This is an optimization exercise on Yosys and OpenROAD, whose aim is small area, a short achievable clock period and few clock cycles per item, not a production implementation. The RTL was checked by simulation tests, not by an equivalence proof against the original design.

## flow/design.v (module list and top-level ports; edited modules follow where they fit)
// module ryu32_param: 283 lines
// module ryu32_rom: 96 lines
// module ryu32: 328 lines
// module ryu32_mul: 33 lines
module ryu32 (
    input  wire        clk,
    input  wire        rst,
    input  wire        in_valid,
    output wire        in_ready,
    input  wire [31:0] in_x,
    output reg         out_valid,
    output reg  [31:0] out_m,
    output reg  [7:0]  out_e,
    output reg  [1:0]  out_cls,
    output reg         out_sign,
    output reg  [3:0]  out_len,
    output reg  [7:0]  out_sci
);
  // ...
==> flow/run.sh <==
#!/bin/bash
# synth_recipe.tcl (not shown) runs the flow's synth.tcl, then flattens the netlist and writes it again
# the make line also repeats each setting of config.mk as NAME=value (left out here)
make -C /OpenROAD-flow-scripts/flow DESIGN_CONFIG=/design/flow/config.mk WORK_HOME=/design/flow/orfs CLKGATE_MAP_FILE= SYNTH_SCRIPT=/design/flow/synth_recipe.tcl finish
==> flow/config.mk <==
export PLATFORM = sky130hd
export DESIGN_NAME = ryu32
export DESIGN_NICKNAME = ryu32
export VERILOG_FILES = /design/flow/design.v
export SDC_FILE = /design/flow/constraint.sdc
export NUM_CORES = 4
export LEC_CHECK = 0
export CAP_MARGIN = 20
export CORE_MARGIN = 2
export CORE_UTILIZATION = 35
export SLEW_MARGIN = 20
==> flow/constraint.sdc <==
create_clock -name core_clock -period 20.0 [get_ports {clk}]
set_input_delay 4.0000 -clock core_clock [delete_from_list [all_inputs] [get_ports {clk}]]
set_output_delay 4.0000 -clock core_clock [all_outputs]
set_load 0.01 [all_outputs]
==> metrics.md, run 1 <==
| Metric | Value |
|---|---|
| Most common cell in the netlist | nand2_1 |
| Yosys warnings | 11 |
| R2R Setup Slk | 4.21 ns |
| Adder-Cell Fraction of Synth Area | 23.29% |
| CORE AREA | 232100 um2 |
| First DRT Iteration DRCs | 9870 |
| Via Count | 81790 |
| Post-Syn Area | 81520 um2 |
| Crit path depth | 50 |
| Die width | 486.6 um |
| Synth area leaders | fa_1 (16%), dfxtp_1 (13%), xnor2_1 (8.3%), ha_1 (7.1%), a22oi_1 (6.1%) |
| Status | no timing/DRC/antenna violations |
| Fmax | 63.33 MHz |
| Tapcell count | 3043 |
| Drt total wl | 327500 um |
| Layout cells sized above 1 | 6.175% |
| Asr flop ratio synth | 0% |
| ANT nets after route | 0 |
| DR pass1 iterations | 7 |
| Post-synthesis mux area share | 2.735% |
| Comb_multi_in | 8264 |
| Area growth, synth to finish | 6.174% |
| Largest net degree at the start of global routing | 104 |
| # placed instances | 12830 |
| Clock buffer depth | 3 |
| Detailed placer's ending HPWL | 233500 um |
| Tcrit/Tclk final | 78.95% |
| Yosys top cell area share | 15.99% |
| Post-Route Setup TNS | 0 ns |
| Grt ovf | 0 |
| Met1 WL | 131900 um |
| Worst-Margin Slew | 1.215 ns |
Testbench counts, summed over its fixed seeds: cycles 16,056, items 16,000.
==> module ryu32, before the edit <==
module ryu32 (
    input  wire        clk,
    input  wire        rst,
    input  wire        in_valid,
    output wire        in_ready,
    input  wire [31:0] in_x,
    output reg         out_valid,
    output reg  [31:0] out_m,
    output reg  [7:0]  out_e,
    output reg  [1:0]  out_cls,
    output reg         out_sign,
    output reg  [3:0]  out_len,
    output reg  [7:0]  out_sci
);
    localparam CLS_FINITE = 2'd0, CLS_ZERO = 2'd1, CLS_INF = 2'd2, CLS_NAN = 2'd3;
    reg rdy;
    always @(posedge clk) rdy <= ~rst;
    assign in_ready = rdy;
    reg        v0;
    reg [31:0] x0;
    always @(posedge clk) begin
        v0 <= in_valid & rdy & ~rst;
        x0 <= in_x;
    end
    wire [7:0]  ex = x0[30:23];
    wire [22:0] ma = x0[22:0];
    wire        ma_nz = |ma;
    wire [1:0]  cls_c = (ex == 8'hff) ? (ma_nz ? CLS_NAN : CLS_INF) :
                        ((ex == 8'd0 && !ma_nz) ? CLS_ZERO : CLS_FINITE);
    wire [23:0] m2_c = {ex != 8'd0, ma};
    wire       p_ca, p_qz, p_qa9, p_qb1, p_qbt, p_qnz, p_x47;
    wire [5:0] p_idx;
    wire [1:0] p_us;
    wire [7:0] p_e10;
    wire [4:0] p_thr;
    ryu32_param u_param (.ex(ex), .ca(p_ca), .idx(p_idx), .us(p_us), .e10(p_e10), .qz(p_qz),
                         .qa9(p_qa9), .qb1(p_qb1), .qbt(p_qbt), .thr(p_thr), .qnz(p_qnz), .x47(p_x47));
    wire [63:0] f_rom;
    ryu32_rom u_rom (.ca(p_ca), .idx(p_idx), .f(f_rom));
    wire [63:0] fp_c = f_rom << p_us;
    wire [6:0] nib_sum = m2_c[3:0] + m2_c[7:4] + m2_c[11:8] + m2_c[15:12] + m2_c[19:16] + m2_c[23:20];
    wire       m5_c = (nib_sum % 7'd5) == 7'd0;
    wire       tzb_c = (m2_c & ((24'd1 << p_thr) - 24'd1)) == 24'd0;
    reg        v1;
    reg [23:0] m2_1;
    reg [63:0] fp_1;
    reg [7:0]  e10_1;
    reg [1:0]  cls_1;
    reg        sign_1, ab_1, mms_1, ca_1, qz_1, qa9_1, qb1_1, qbt_1, qnz_1, x47_1, m5_1, tzb_1;
    always @(posedge clk) begin
        v1     <= v0 & ~rst;
        m2_1   <= m2_c;
        fp_1   <= fp_c;
        e10_1  <= p_e10;
        cls_1  <= cls_c;
        sign_1 <= x0[31];
        ab_1   <= ~ma[0];
        mms_1  <= ma_nz || (ex <= 8'd1);
        ca_1   <= p_ca;
        qz_1   <= p_qz;
        qa9_1  <= p_qa9;
        qb1_1  <= p_qb1;
        qbt_1  <= p_qbt;
        qnz_1  <= p_qnz;
        x47_1  <= p_x47;
        m5_1   <= m5_c;
        tzb_1  <= tzb_c;
    end
    wire [87:0] P;
    ryu32_mul u_mul (.a(m2_1), .b(fp_1), .p(P));
    wire [29:0] vr_c = P[87:58];
    wire [59:0] F60 = {P[57:0], 2'b00};
    wire [65:0] Sp  = {6'd0, F60} + {1'b0, fp_1, 1'b0};
    wire [4:0]  c2_c = Sp[64:60];
    wire        int_p = Sp[59:36] == 24'd0;
    wire [65:0] kf  = mms_1 ? {1'b0, fp_1, 1'b0} : {2'b00, fp_1};
    wire [65:0] T   = kf + {6'h3f, ~F60};          
    wire [4:0]  c1_c = T[64:60] + 5'd1;
    wire        int_m = &T[59:36];
    wire        int_r = F60[59:36] == 24'd0;
    wire [63:0] F10 = {F60, 3'b000} + {2'b00, F60, 1'b0};
    wire [3:0]  t_c = F10[63:60];                  
    reg vr_tz_c, vm_tz_c, vpdec_c;
    always @(*) begin
        vr_tz_c = 1'b0;
        vm_tz_c = 1'b0;
        vpdec_c = 1'b0;
        if (ca_1) begin
            if (qz_1) begin
                vr_tz_c = m5_1;
                vm_tz_c = !m5_1 && ab_1;
                vpdec_c = !m5_1 && !ab_1;
            end else if (qa9_1) begin
                vr_tz_c = int_r;
                vm_tz_c = ab_1 && int_m;
                vpdec_c = !ab_1 && int_p;
            end
        end else begin
            if (qb1_1) begin
                vr_tz_c = 1'b1;
                vm_tz_c = ab_1 && mms_1;
                vpdec_c = !ab_1;
            end else if (qbt_1) begin
                vr_tz_c = tzb_1;
            end
        end
    end
    reg        v2;
    reg [29:0] vr_2;
    reg [4:0]  c1_2, c2_2;
    reg [3:0]  ex_2;
    reg [7:0]  e10_2;
    reg [1:0]  cls_2;
    reg        sign_2, ab_2, vr_tz_2, vm_tz_2, vpdec_2, qnz_2, x47_2;
    always @(posedge clk) begin
        v2      <= v1 & ~rst;
        vr_2    <= vr_c;
        c1_2    <= c1_c;
        c2_2    <= c2_c;
        ex_2    <= t_c;
        e10_2   <= e10_1;
        cls_2   <= cls_1;
        sign_2  <= sign_1;
        ab_2    <= ab_1;
        vr_tz_2 <= vr_tz_c;
        vm_tz_2 <= vm_tz_c;
        vpdec_2 <= vpdec_c;
        qnz_2   <= qnz_1;
        x47_2   <= x47_1;
    end
    function [3:0] dstep;
        input [3:0] r;
        begin
            dstep[3] = r[3] | (r[2] & (r[1] | r[0]));
            dstep[2] = (~r[3] & r[2] & ~r[1] & ~r[0]) | (r[3] & r[0]);
            dstep[1] = (~r[3] & ~r[2] & r[1]) | (r[2] & r[1] & r[0]) | (r[3] & ~r[0]);
            dstep[0] = (~r[3] & ~r[2] & r[0]) | (r[2] & r[1] & ~r[0]) | (r[3] & ~r[0]);
        end
    endfunction
    localparam SPLIT = 10;    
    reg [29:0] Qa [0:9];
    reg [3:0]  ra [1:9];
    reg [3:0]  sta, rra;
    integer ka, ia;
    always @(*) begin
        Qa[0] = vr_2;
        for (ka = 1; ka < 10; ka = ka + 1) begin
            rra = 4'd0;
            Qa[ka] = 30'd0;
            for (ia = 29; ia >= SPLIT; ia = ia - 1) begin
                sta = dstep(rra);
                Qa[ka][ia] = sta[3];
                rra = {sta[2:0], Qa[ka-1][ia]};
            end
            ra[ka] = rra;
        end
    end
    integer k4, k5, k6, k7, k8, k9;
    wire        wrap = (vr_2 > 30'd429496729) || (vr_2 == 30'd429496729 && ex_2 >= 4'd6);
    wire [3:0]  t4 = ex_2 + 4'd4;
    wire [3:0]  xd_c = wrap ? ((t4 >= 4'd10) ? t4 - 4'd10 : t4) : ex_2;
    wire [4:0]  c2d  = c2_2 - {4'd0, vpdec_2};           
    wire [4:0]  c2p  = c2_2 - 5'd1;                       
    wire        c1ge = c1_2 >= 5'd10;
    wire [3:0]  c1lo_c = c1ge ? (c1_2[3:0] - 4'd10) : c1_2[3:0];    
    wire [1:0]  c1hi_c = (c1_2 >= 5'd20) ? 2'd2 : {1'b0, c1ge};
    wire [4:0]  tA_c = (c2d >= 5'd10) ? 5'd0 : (5'd10 - c2d);       
    wire [4:0]  tB_c = (c2d >= 5'd11) ? (5'd20 - c2d) : 5'd15;      
    wire [4:0]  tP_c = (c2p >= 5'd10) ? 5'd0 : (5'd10 - c2p);
    wire        c1z_c = c1_2 == 5'd0;
    wire        xz_c  = c1z_c && c2p == 5'd0;
    reg        v3;
    reg [29:0] Qa_3 [0:9];
    reg [3:0]  ra_3 [1:9];
    reg [4:0]  c1_3, tA_3, tB_3, tP_3;
    reg [3:0]  c1lo_3, c1s_3, ex_3;
    reg [1:0]  c1hi_3;
    reg        c1z_3, xz_3;
    reg [7:0]  e10_3;
    reg [1:0]  cls_3;
    reg        sign_3, ab_3, vr_tz_3, vm_tz_3, qnz_3, x47_3;
    always @(posedge clk) begin
        v3      <= v2 & ~rst;
        for (k4 = 0; k4 < 10; k4 = k4 + 1) Qa_3[k4] <= Qa[k4];
        for (k4 = 1; k4 < 10; k4 = k4 + 1) ra_3[k4] <= ra[k4];
        c1_3    <= c1_2;
        c1lo_3  <= c1lo_c;
        c1hi_3  <= c1hi_c;
        c1s_3   <= c1ge ? c1lo_c : 4'd0;
        tA_3    <= tA_c;
        tB_3    <= tB_c;
        tP_3    <= tP_c;
        c1z_3   <= c1z_c;
        xz_3    <= xz_c;
        ex_3    <= xd_c;
        e10_3   <= e10_2;
        cls_3   <= cls_2;
        sign_3  <= sign_2;
        ab_3    <= ab_2;
        vr_tz_3 <= vr_tz_2;
        vm_tz_3 <= vm_tz_2;
        qnz_3   <= qnz_2;
        x47_3   <= x47_2;
    end
    reg [29:0] Q [0:9];
    reg [3:0]  D [0:9];
    reg [3:0]  stb, rrb;
    integer kb, ib;
    always @(*) begin
        Q[0] = Qa_3[0];
        for (kb = 1; kb < 10; kb = kb + 1) begin
            rrb = ra_3[kb];
            Q[kb] = Qa_3[kb];
            for (ib = SPLIT - 1; ib >= 0; ib = ib - 1) begin
                stb = dstep(rrb);
                Q[kb][ib] = stb[3];
                rrb = {stb[2:0], Q[kb-1][ib]};
            end
            D[kb-1] = rrb;
        end
        D[9] = {3'd0, Q[9][0]};    
    end
    reg [9:0] z, n9;
    always @(*) begin
        for (k5 = 0; k5 < 10; k5 = k5 + 1) begin
            z[k5]  = (D[k5] == 4'd0);
            n9[k5] = (D[k5] == 4'd9);
        end
    end
    reg [3:0] zrun2, nrun2;
    reg       zgo, ngo;
    always @(*) begin
        zrun2 = 4'd0; nrun2 = 4'd0; zgo = 1'b1; ngo = 1'b1;
        for (k6 = 2; k6 < 10; k6 = k6 + 1) begin
            zgo = zgo & z[k6];
            ngo = ngo & n9[k6];
            zrun2 = zrun2 + {3'd0, zgo};
            nrun2 = nrun2 + {3'd0, ngo};
        end
    end
    wire       d0lt = ({1'b0, D[0]} < c1_3);                               
    wire       k1 = d0lt || ({1'b0, D[0]} >= tA_3);                        
    wire       lo = (z[1] && d0lt) || (D[1] == 4'd1 && D[0] < c1s_3);      
    wire       hi = (n9[1] && {1'b0, D[0]} >= tA_3) || (D[1] == 4'd8 && {1'b0, D[0]} >= tB_3);   
    wire [3:0] K  = !k1 ? 4'd0 : (lo ? 4'd2 + zrun2 : (hi ? 4'd2 + nrun2 : 4'd1));
    wire       more_pre = d0lt || ({1'b0, D[0]} >= tP_3);
    wire       xneed = qnz_3 && !xz_3 && !more_pre;
    wire [3:0] ld0 = (xneed && !x47_3) ? ex_3 : 4'd0;
    wire       d0eq = D[0] == c1lo_3;
    wire       l2eq = d0eq && D[1] == {2'b00, c1hi_3};
    wire [3:0] TZV = !d0eq ? 4'd0 : (!l2eq ? 4'd1 : 4'd2 + zrun2);
    wire       vm_tz1 = vm_tz_3 && (TZV >= K);
    wire [3:0] R = vm_tz1 ? TZV : K;
    reg [10:0] zp;
    always @(*) begin
        zp[0] = 1'b1;
        for (k7 = 0; k7 < 10; k7 = k7 + 1) zp[k7+1] = zp[k7] & z[k7];
    end
    reg [3:0]  ld;
    reg        vrz, lrlt;
    reg [29:0] QR;
    reg        zp_rm1;
    always @(*) begin
        ld = ld0; QR = Q[0]; zp_rm1 = 1'b1;
        for (k8 = 1; k8 < 10; k8 = k8 + 1) begin
            if (R == k8) begin
                ld = D[k8-1];
                QR = Q[k8];
                zp_rm1 = zp[k8-1];
            end
        end
        vrz = vr_tz_3 && ((R == 4'd0) || (ld0 == 4'd0 && zp_rm1));
        if (R == 4'd0)      lrlt = !c1z_3;
        else if (R == 4'd1) lrlt = d0lt;
        else                lrlt = lo && (zrun2 >= R - 4'd2);
    end
    wire [3:0]  lrd = (vrz && ld == 4'd5 && !QR[0]) ? 4'd4 : ld;
    wire        ru = (!lrlt && (!ab_3 || !vm_tz1)) || (lrd >= 4'd5);
    reg [3:0] N;
    reg [10:0] top9;    
    reg        all9;
    always @(*) begin
        N = 4'd0;
        for (k9 = 0; k9 < 10; k9 = k9 + 1) if (!z[k9]) N = k9 + 1;
        top9[10] = 1'b1;
        for (k9 = 9; k9 >= 0; k9 = k9 - 1) top9[k9] = top9[k9+1] & (n9[k9] | (k9 >= N));
        all9 = 1'b1;
        for (k9 = 0; k9 < 10; k9 = k9 + 1) if (R == k9) all9 = top9[k9];
    end
    reg        v4, ru_4, c9_4, short_4;
    reg [29:0] QR_4;
    reg [3:0]  R_4, N_4;
    reg [7:0]  e10_4;
    reg [1:0]  cls_4;
    reg        sign_4;
    always @(posedge clk) begin
        v4      <= v3 & ~rst;
        ru_4    <= ru;
        c9_4    <= ru && all9;
        short_4 <= N <= R;
        QR_4    <= QR;
        R_4     <= R;
        N_4     <= N;
        e10_4   <= e10_3;
        cls_4   <= cls_3;
        sign_4  <= sign_3;
    end
    wire [31:0] m_c   = {2'b00, QR_4} + {31'd0, ru_4};
    wire [7:0]  e_c   = e10_4 + {4'd0, R_4};
    wire [3:0]  len_c = short_4 ? 4'd1 : (N_4 - R_4 + {3'd0, c9_4});
    wire [7:0]  sci_c = short_4 ? e_c : (e10_4 + {4'd0, N_4} - 8'd1 + {7'd0, c9_4});
    always @(posedge clk) begin
        out_valid <= v4 & ~rst;
        out_cls   <= cls_4;
        out_sign  <= sign_4;
        if (cls_4 == CLS_FINITE) begin
            out_m   <= m_c;
            out_e   <= e_c;
            out_len <= len_c;
            out_sci <= sci_c;
        end else begin
            out_m   <= 32'd0;
            out_e   <= 8'd0;
            out_len <= (cls_4 == CLS_ZERO) ? 4'd1 : 4'd0;
            out_sci <= 8'd0;
        end
    end
endmodule
==> inputs of run 2 (changes only) <==
--- a/flow/design.v
+++ b/flow/design.v
@@ -448,64 +448,66 @@
     wire [87:0] P;
     ryu32_mul u_mul (.a(m2_1), .b(fp_1), .p(P));
-    wire [29:0] vr_c = P[87:58];
-    wire [59:0] F60 = {P[57:0], 2'b00};
-    wire [65:0] Sp  = {6'd0, F60} + {1'b0, fp_1, 1'b0};
-    wire [4:0]  c2_c = Sp[64:60];
+    reg        v2;
+    reg [87:0] P_2;
+    reg [63:0] fp_2;
+    reg [7:0]  e10_2;
+    reg [1:0]  cls_2;
+    reg        sign_2, ab_2, mms_2, ca_2, qz_2, qa9_2, qb1_2, qbt_2, qnz_2, x47_2, m5_2, tzb_2;
+    always @(posedge clk) begin
+        v2     <= v1 & ~rst;
+        P_2    <= P;
+        fp_2   <= fp_1;
+        e10_2  <= e10_1;
+        cls_2  <= cls_1;
+        sign_2 <= sign_1;
+        ab_2   <= ab_1;
+        mms_2  <= mms_1;
+        ca_2   <= ca_1;
+        qz_2   <= qz_1;
+        qa9_2  <= qa9_1;
+        qb1_2  <= qb1_1;
+        qbt_2  <= qbt_1;
+        qnz_2  <= qnz_1;
+        x47_2  <= x47_1;
+        m5_2   <= m5_1;
+        tzb_2  <= tzb_1;
+    end
+    wire [29:0] vr_2 = P_2[87:58];
+    wire [59:0] F60 = {P_2[57:0], 2'b00};
+    wire [65:0] Sp  = {6'd0, F60} + {1'b0, fp_2, 1'b0};
+    wire [4:0]  c2_2 = Sp[64:60];
     wire        int_p = Sp[59:36] == 24'd0;
-    wire [65:0] kf  = mms_1 ? {1'b0, fp_1, 1'b0} : {2'b00, fp_1};
+    wire [65:0] kf  = mms_2 ? {1'b0, fp_2, 1'b0} : {2'b00, fp_2};
     wire [65:0] T   = kf + {6'h3f, ~F60};          
-    wire [4:0]  c1_c = T[64:60] + 5'd1;
+    wire [4:0]  c1_2 = T[64:60] + 5'd1;
     wire        int_m = &T[59:36];
     wire        int_r = F60[59:36] == 24'd0;
     wire [63:0] F10 = {F60, 3'b000} + {2'b00, F60, 1'b0};
-    wire [3:0]  t_c = F10[63:60];                  
-    reg vr_tz_c, vm_tz_c, vpdec_c;
+    wire [3:0]  ex_2 = F10[63:60];                 
+    reg vr_tz_2, vm_tz_2, vpdec_2;
     always @(*) begin
-        vr_tz_c = 1'b0;
-        vm_tz_c = 1'b0;
-        vpdec_c = 1'b0;
-        if (ca_1) begin
-            if (qz_1) begin
-                vr_tz_c = m5_1;
-                vm_tz_c = !m5_1 && ab_1;
-                vpdec_c = !m5_1 && !ab_1;
-            end else if (qa9_1) begin
-                vr_tz_c = int_r;
-                vm_tz_c = ab_1 && int_m;
-                vpdec_c = !ab_1 && int_p;
+        vr_tz_2 = 1'b0;
+        vm_tz_2 = 1'b0;
+        vpdec_2 = 1'b0;
+        if (ca_2) begin
+            if (qz_2) begin
+                vr_tz_2 = m5_2;
+                vm_tz_2 = !m5_2 && ab_2;
+                vpdec_2 = !m5_2 && !ab_2;
+            end else if (qa9_2) begin
+                vr_tz_2 = int_r;
+                vm_tz_2 = ab_2 && int_m;
+                vpdec_2 = !ab_2 && int_p;
             end
         end else begin
-            if (qb1_1) begin
-                vr_tz_c = 1'b1;
-                vm_tz_c = ab_1 && mms_1;
-                vpdec_c = !ab_1;
-            end else if (qbt_1) begin
-                vr_tz_c = tzb_1;
+            if (qb1_2) begin
+                vr_tz_2 = 1'b1;
+                vm_tz_2 = ab_2 && mms_2;
+                vpdec_2 = !ab_2;
+            end else if (qbt_2) begin
+                vr_tz_2 = tzb_2;
             end
         end
     end
-    reg        v2;
-    reg [29:0] vr_2;
-    reg [4:0]  c1_2, c2_2;
-    reg [3:0]  ex_2;
-    reg [7:0]  e10_2;
-    reg [1:0]  cls_2;
-    reg        sign_2, ab_2, vr_tz_2, vm_tz_2, vpdec_2, qnz_2, x47_2;
-    always @(posedge clk) begin
-        v2      <= v1 & ~rst;
-        vr_2    <= vr_c;
-        c1_2    <= c1_c;
-        c2_2    <= c2_c;
-        ex_2    <= t_c;
-        e10_2   <= e10_1;
-        cls_2   <= cls_1;
-        sign_2  <= sign_1;
-        ab_2    <= ab_1;
-        vr_tz_2 <= vr_tz_c;
-        vm_tz_2 <= vm_tz_c;
-        vpdec_2 <= vpdec_c;
-        qnz_2   <= qnz_1;
-        x47_2   <= x47_1;
-    end
     function [3:0] dstep;
         input [3:0] r;
@@ -517,5 +519,5 @@
         end
     endfunction
-    localparam SPLIT = 10;    
+    localparam SPLIT = 9;    
     reg [29:0] Qa [0:9];
     reg [3:0]  ra [1:9];
@@ -535,5 +537,5 @@
         end
     end
-    integer k4, k5, k6, k7, k8, k9;
+    integer k4, k5, k6, k7, k8, k9, kr;
     wire        wrap = (vr_2 > 30'd429496729) || (vr_2 == 30'd429496729 && ex_2 >= 4'd6);
     wire [3:0]  t4 = ex_2 + 4'd4;
@@ -607,13 +609,10 @@
         end
     end
-    reg [3:0] zrun2, nrun2;
-    reg       zgo, ngo;
+    reg [9:0] zt, nt;
     always @(*) begin
-        zrun2 = 4'd0; nrun2 = 4'd0; zgo = 1'b1; ngo = 1'b1;
+        zt[0] = 1'b1; zt[1] = 1'b1; nt[0] = 1'b1; nt[1] = 1'b1;
         for (k6 = 2; k6 < 10; k6 = k6 + 1) begin
-            zgo = zgo & z[k6];
-            ngo = ngo & n9[k6];
-            zrun2 = zrun2 + {3'd0, zgo};
-            nrun2 = nrun2 + {3'd0, ngo};
+            zt[k6] = zt[k6-1] & z[k6];
+            nt[k6] = nt[k6-1] & n9[k6];
         end
     end
@@ -622,5 +621,4 @@
     wire       lo = (z[1] && d0lt) || (D[1] == 4'd1 && D[0] < c1s_3);      
     wire       hi = (n9[1] && {1'b0, D[0]} >= tA_3) || (D[1] == 4'd8 && {1'b0, D[0]} >= tB_3);   
-    wire [3:0] K  = !k1 ? 4'd0 : (lo ? 4'd2 + zrun2 : (hi ? 4'd2 + nrun2 : 4'd1));
     wire       more_pre = d0lt || ({1'b0, D[0]} >= tP_3);
     wire       xneed = qnz_3 && !xz_3 && !more_pre;
@@ -628,43 +626,57 @@
     wire       d0eq = D[0] == c1lo_3;
     wire       l2eq = d0eq && D[1] == {2'b00, c1hi_3};
-    wire [3:0] TZV = !d0eq ? 4'd0 : (!l2eq ? 4'd1 : 4'd2 + zrun2);
-    wire       vm_tz1 = vm_tz_3 && (TZV >= K);
-    wire [3:0] R = vm_tz1 ? TZV : K;
-    reg [10:0] zp;
+    reg [9:0] Kt, Tt, Rt, Rh;
+    reg       vm_tz1;
     always @(*) begin
-        zp[0] = 1'b1;
-        for (k7 = 0; k7 < 10; k7 = k7 + 1) zp[k7+1] = zp[k7] & z[k7];
+        Kt[0] = 1'b1; Kt[1] = k1; Kt[2] = lo | hi;
+        Tt[0] = 1'b1; Tt[1] = d0eq; Tt[2] = l2eq;
+        for (k7 = 3; k7 < 10; k7 = k7 + 1) begin
+            Kt[k7] = (lo & zt[k7-1]) | (hi & nt[k7-1]);
+            Tt[k7] = l2eq & zt[k7-1];
+        end
+        vm_tz1 = vm_tz_3 & (&(~Kt | Tt));
+        Rt = vm_tz1 ? Tt : Kt;
+        for (k7 = 0; k7 < 9; k7 = k7 + 1) Rh[k7] = Rt[k7] & ~Rt[k7+1];
+        Rh[9] = Rt[9];
     end
-    reg [3:0]  ld;
-    reg        vrz, lrlt;
-    reg [29:0] QR;
-    reg        zp_rm1;
+    reg [10:0] zp, hz;
     always @(*) begin
-        ld = ld0; QR = Q[0]; zp_rm1 = 1'b1;
-        for (k8 = 1; k8 < 10; k8 = k8 + 1) begin
-            if (R == k8) begin
-                ld = D[k8-1];
-                QR = Q[k8];
-                zp_rm1 = zp[k8-1];
-            end
-        end
-        vrz = vr_tz_3 && ((R == 4'd0) || (ld0 == 4'd0 && zp_rm1));
-        if (R == 4'd0)      lrlt = !c1z_3;
-        else if (R == 4'd1) lrlt = d0lt;
-        else                lrlt = lo && (zrun2 >= R - 4'd2);
+        zp[0] = 1'b1;
+        for (k8 = 0; k8 < 10; k8 = k8 + 1) zp[k8+1] = zp[k8] & z[k8];
+        hz[10] = 1'b1;
+        for (k8 = 9; k8 >= 0; k8 = k8 - 1) hz[k8] = hz[k8+1] & z[k8];
     end
-    wire [3:0]  lrd = (vrz && ld == 4'd5 && !QR[0]) ? 4'd4 : ld;
-    wire        ru = (!lrlt && (!ab_3 || !vm_tz1)) || (lrd >= 4'd5);
-    reg [3:0] N;
+    reg [3:0]  N;
     reg [10:0] top9;    
-    reg        all9;
     always @(*) begin
         N = 4'd0;
         for (k9 = 0; k9 < 10; k9 = k9 + 1) if (!z[k9]) N = k9 + 1;
         top9[10] = 1'b1;
-        for (k9 = 9; k9 >= 0; k9 = k9 - 1) top9[k9] = top9[k9+1] & (n9[k9] | (k9 >= N));
-        all9 = 1'b1;
-        for (k9 = 0; k9 < 10; k9 = k9 + 1) if (R == k9) all9 = top9[k9];
+        for (k9 = 9; k9 >= 0; k9 = k9 - 1) top9[k9] = top9[k9+1] & (n9[k9] | hz[k9]);
     end
+    reg [3:0]  ld, R;
+    reg        lrlt, zp_rm1, all9, short;
+    reg [29:0] QR;
+    always @(*) begin
+        ld = Rh[0] ? ld0 : 4'd0;
+        QR = Rh[0] ? Q[0] : 30'd0;
+        lrlt = Rh[0] & !c1z_3 | Rh[1] & d0lt;
+        zp_rm1 = Rh[0];
+        all9 = Rh[0] & top9[0];
+        short = Rh[0] & hz[0];
+        R = 4'd0;
+        for (kr = 1; kr < 10; kr = kr + 1) begin
+            ld = ld | ({4{Rh[kr]}} & D[kr-1]);
+            QR = QR | ({30{Rh[kr]}} & Q[kr]);
+            zp_rm1 = zp_rm1 | (Rh[kr] & zp[kr-1]);
+            all9 = all9 | (Rh[kr] & top9[kr]);
+            short = short | (Rh[kr] & hz[kr]);
+            if (kr >= 2) lrlt = lrlt | (Rh[kr] & lo & zt[kr-1]);
+            R = R | ({4{Rh[kr]}} & kr[3:0]);
+        end
+    end
+    wire        vrz = vr_tz_3 && (Rh[0] || (ld0 == 4'd0 && zp_rm1));
+    wire [3:0]  lrd = (vrz && ld == 4'd5 && !QR[0]) ? 4'd4 : ld;
+    wire        ru = (!lrlt && (!ab_3 || !vm_tz1)) || (lrd >= 4'd5);
     reg        v4, ru_4, c9_4, short_4;
     reg [29:0] QR_4;
@@ -677,5 +689,5 @@
         ru_4    <= ru;
         c9_4    <= ru && all9;
-        short_4 <= N <= R;
+        short_4 <= short;
         QR_4    <= QR;
         R_4     <= R;
==> flow/flow/run.sh (new file) <==
#!/bin/bash
set -euo pipefail
bash standard.sh SETUP_SLACK_MARGIN=12 finish > layout_make.log 2>&1
==> flow/standard.sh (new file) <==
#!/bin/bash
# synth_recipe.tcl (not shown) runs the flow's synth.tcl, then flattens the netlist and writes it again
# the make line also repeats each setting of config.mk as NAME=value (left out here)
make -C /OpenROAD-flow-scripts/flow DESIGN_CONFIG=/design/flow/config.mk WORK_HOME=/design/flow/orfs CLKGATE_MAP_FILE= SYNTH_SCRIPT=/design/flow/synth_recipe.tcl "${@:-finish}"
removed: flow/run.sh
==> metrics.md, run 2 <==
| Metric | Value |
|---|---|
| Top post-synthesis cells by count | nand2_1 (758), nor2_1 (712), xnor2_1 (706) (was nand2_1 (777), xnor2_1 (771), nor2_1 (733)) |
| Via Count | 79010 (was 81790) |
| GRT Util Overall | 25.97% (was 26.69%) |
| Worst-Margin Slew | 1.164 ns (was 1.215 ns) |
| Clk root buf | clkbuf_16 (unchanged) |
| Status | no timing/DRC/antenna violations (unchanged) |
| Tmin final | 9.286 ns (was 15.79 ns) |
| Met2 Wirelength | 143600 um (was 147200 um) |
| Clock transition at the registers of the reported paths | 0.06 ns (about the same) |
| Clk_skew | 0.07385 ns (was 0.07718 ns) |
| Final hold vios | 0 (unchanged) |
| H-tree depth | 3 (was 2) |
| Fin cells | 12810 (was 12940) |
| Largest stage delay on the critical path | 0.59 ns (was 1.00 ns) |
| Yosys top cell by area | fa_1 (unchanged) |
| # hold bufs at CTS | 0 (unchanged) |
| Unrepaired setup endpoints after global routing | yes (was no) |
| Vias in the first global route | 76920 (was 79800) |
| Total CTS buffers | 78 (was 59) |
| Most common cell in the netlist | nand2_1 (unchanged) |
| Critical path's slowest cell | fa_1 (was dfxtp_1) |
| Yosys cell types | 146 (was 141) |
| Layout cells sized above 1 | 10.79% (was 6.175%) |
| Clock buffer depth | 3 (unchanged) |
| Crit path max fanout | 5 (was 32) |
| Commonest non-fill, non-tap cells in the layout | nand2_1 (750), xnor2_1 (698), nor2_1 (696) (was nand2_1 (777), xnor2_1 (771), nor2_1 (723)) |
| Met1 WL | 126700 um (was 131900 um) |
| Uppermost routed layer | met5 (unchanged) |
| First-pass GRT wire length | 480000 um (was 497800 um) |
| Post-Syn Area | 80900 um2 (was 81520 um2) |
| Synthesized flop and latch total | 611 (was 510) |
| Port-buffer cells | 90 (unchanged) |
| Die width | 484.8 um (was 486.6 um) |
| Main flop type after synthesis | dfxtp_1 (unchanged) |
| Sink Count | 611 (was 510) |
| # placed instances | 12500 (was 12830) |
| Die height | 484.8 um (was 486.6 um) |
| Largest reg by FF count | P_2 (was fp_1) |
| Most frequent CP cell | fa_1 (was ha_1) |
| Worst skew pair latency | 0.77 ns (was 0.73 ns) |
| Synth area leaders | fa_1 (16%), dfxtp_1 (15%), xnor2_1 (7.6%), ha_1 (6.9%), a22oi_1 (6.1%) (was fa_1 (16%), dfxtp_1 (13%), xnor2_1 (8.3%), ha_1 (7.1%), a22oi_1 (6.1%)) |
| Setup CP Type | reg2reg (unchanged) |
| Worst EP arrival | 9.90 ns (was 16.37 ns) |
| Area growth, synth to finish | 12.14% (was 6.174%) |
| Most common cell after layout, fill and taps aside | nand2_1 (unchanged) |
| Cells after synthesis | 10040 (was 10370) |
| CTS tree | done (unchanged) |
| Vias/cell | 6.168 (was 6.320) |
| Relative slew slack | 21.43% (was 18.15%) |
| Starting Density | 35.19% (was 35.13%) |
| Tcrit/Tclk final | 46.43% (was 78.95%) |
| Largest net degree at the start of global routing | 156 (was 104) |
| DR WL met3 | 28990 um (was 31040 um) |
| Detailed placer's ending HPWL | 219700 um (was 233500 um) |
| DR pass1 iterations | 7 (unchanged) |
| Routed wire per std cell | 24.77 um (was 25.31 um) |
| Max reg flops | 70 (was 64) |
| DRC errors left | 0 (unchanged) |
| Req. time, crit path | 20.61 ns (was 20.58 ns) |
| Hold WC Path Type | reg2reg (unchanged) |
| Post-Route Setup TNS | 0 ns (unchanged) |
| Ports | 92 (unchanged) |
| Fmax | 107.7 MHz (was 63.33 MHz) |
| Asr flop ratio synth | 0% (unchanged) |
| Slew Viols, Final | 0 (unchanged) |
| Max Cap Violations | 0 (unchanged) |
| ANT nets after route | 0 (unchanged) |
| First DRT Iteration DRCs | 9000 (was 9870) |
| Setup Viol. Count Final | 0 (unchanged) |
| Yosys top cell area share | 15.94% (was 15.99%) |
| Number of synthesized flops with an enable pin | 0 (unchanged) |
| Setup crit end kind | flip-flop (unchanged) |
| Grt ovf | 0 (unchanged) |
| Drt total wl | 317300 um (was 327500 um) |
| Die area | 235000 um2 (was 236800 um2) |
| Rows | 176 (was 177) |
| Layout net count | 10840 (was 10990) |
| Startpoint Class | flip-flop (unchanged) |
| Syn Area/Cell | 8.058 um2 (was 7.862 um2) |
| Yosys warnings | 11 (unchanged) |
| GP Congestion | 0.9812 (was 0.9936) |
| Antenna violations before repair | 15 (was 19) |
| Sequential area share after synthesis | 15.12% (was 12.52%) |
| CORE AREA | 229900 um2 (was 232100 um2) |
## run 2: changes by cell type after synthesis, sizes merged, moves of 25 or more
cell,before,now
xor2,106,187
xnor2,771,706
o211ai,143,104
buf,220,170
nand4,105,67
a21oi,606,537
mux2i,144,112
a222oi,3,28
nand3,264,239
dfxtp,510,611
o21ai,572,535
o21a,57,83
inv,706,658
## run 2: layer usage
layer	GRT usage, %	up-vias
li1	-	35220
met1	33.11	38520
met2	41.42	4298
met3	5.270	954
met4	13.33	8
met5	0	-
## run 2: final cells by class
class	count	area [um2]
flip-flops and latches	611	12330
inverters	671	2572
clock buffers	105	2235
multi-input cells	7926	64520
clock inverters	40	598.1
fillers	23200	139200
well taps	3026	3786
diodes	5	12.51
repair buffers	424	4652
repair inverters	1	8.758
## run 2: per-stage QoR
stage | hold WS, ns | instance area, um2 | utilization [%] | worst slack (ns)
6_report | 0.2970 | 90720 | 39.46 | 10.71
3_5_place_dp | 0.3121 | 83960 | 36.52 | 8.780
2_1_floorplan | 0.3096 | 81180 | - | 11.03
4_1_cts | 0.2840 | 89970 | 39.13 | 10.70
3_3_place_gp | 0.3102 | 83950 | 36.52 | 8.737
5_1_grt | 0.2958 | 90700 | 39.45 | 10.37
## run 2: critical path: cells and delay by family (launching register included)
family / cells / cell delay, ns
AO/OA/AOI/OAI: 19 / 3.53
XOR/XNOR: 2 / 0.22
adder cells (fa/ha/maj): 8 / 3.39
buffers and inverters: 3 / 0.26
flip-flops: 1 / 0.42
multiplexers: 1 / 0.30
AND/OR/NAND/NOR: 5 / 1.06
## run 2: cells by family after synthesis
family          Yosys count  share of synthesized area (%)
compound gates         3039                          26.33
simple gates           2678                          15.91
buf+inv                1510                          7.224
fa+ha+maj              1109                          23.07
xor+xnor                893                          9.668
flops                   611                          15.12
mux                     198                          2.666
other cells               1                       0.004635
## run 2: what timing repair did
action,CTS,global route
pin swaps,87,35
gates resized for setup,308,117
buffers inserted,90,29
hold endpoints to repair,0,0
endpoints found under the setup margin,119,94
gates cloned,39,1
## run 2: final timing paths
check | from | to | slack, ns | depth (start not counted)
worst max-delay path | m2_1[21] | P_2[82] | 10.71 | 38
worst min-delay path | e10_1[4] | e10_2[4] | 0.30 | 0
worst max register to register | m2_1[21] | P_2[82] | 10.71 | 38
worst min register to register | e10_1[4] | e10_2[4] | 0.30 | 0
Testbench counts of run 2, summed over its fixed seeds: cycles 16,056, items 16,000.

## separate check: timing with driven ports
No port has a modelled driver above. Below, the same layouts with a new extraction and two added sets of constraints. Step 1, drivers: a clkbuf_16 drives clk and a buf_2 each remaining input, both assumed. Step 2 times the ports against the registers' clock, not the clock port: input delays grow and output delays shrink by t, the midpoint of the rising clock arrivals with the driver on. Three values: ideal ports, drivers, drivers and shift; two values: the first two.
| run | shift t [ns] | setup slack, ns | worst data-port slew with drivers (ns) |
|---|---|---|---|
| run 1 | 0.779 | 4.209 / 4.209 / 4.209 | 0.08 |
| run 2 | 0.811 | 10.714 / 10.714 / 10.714 | 0.12 |
After both steps setup and hold are still met in every run listed.
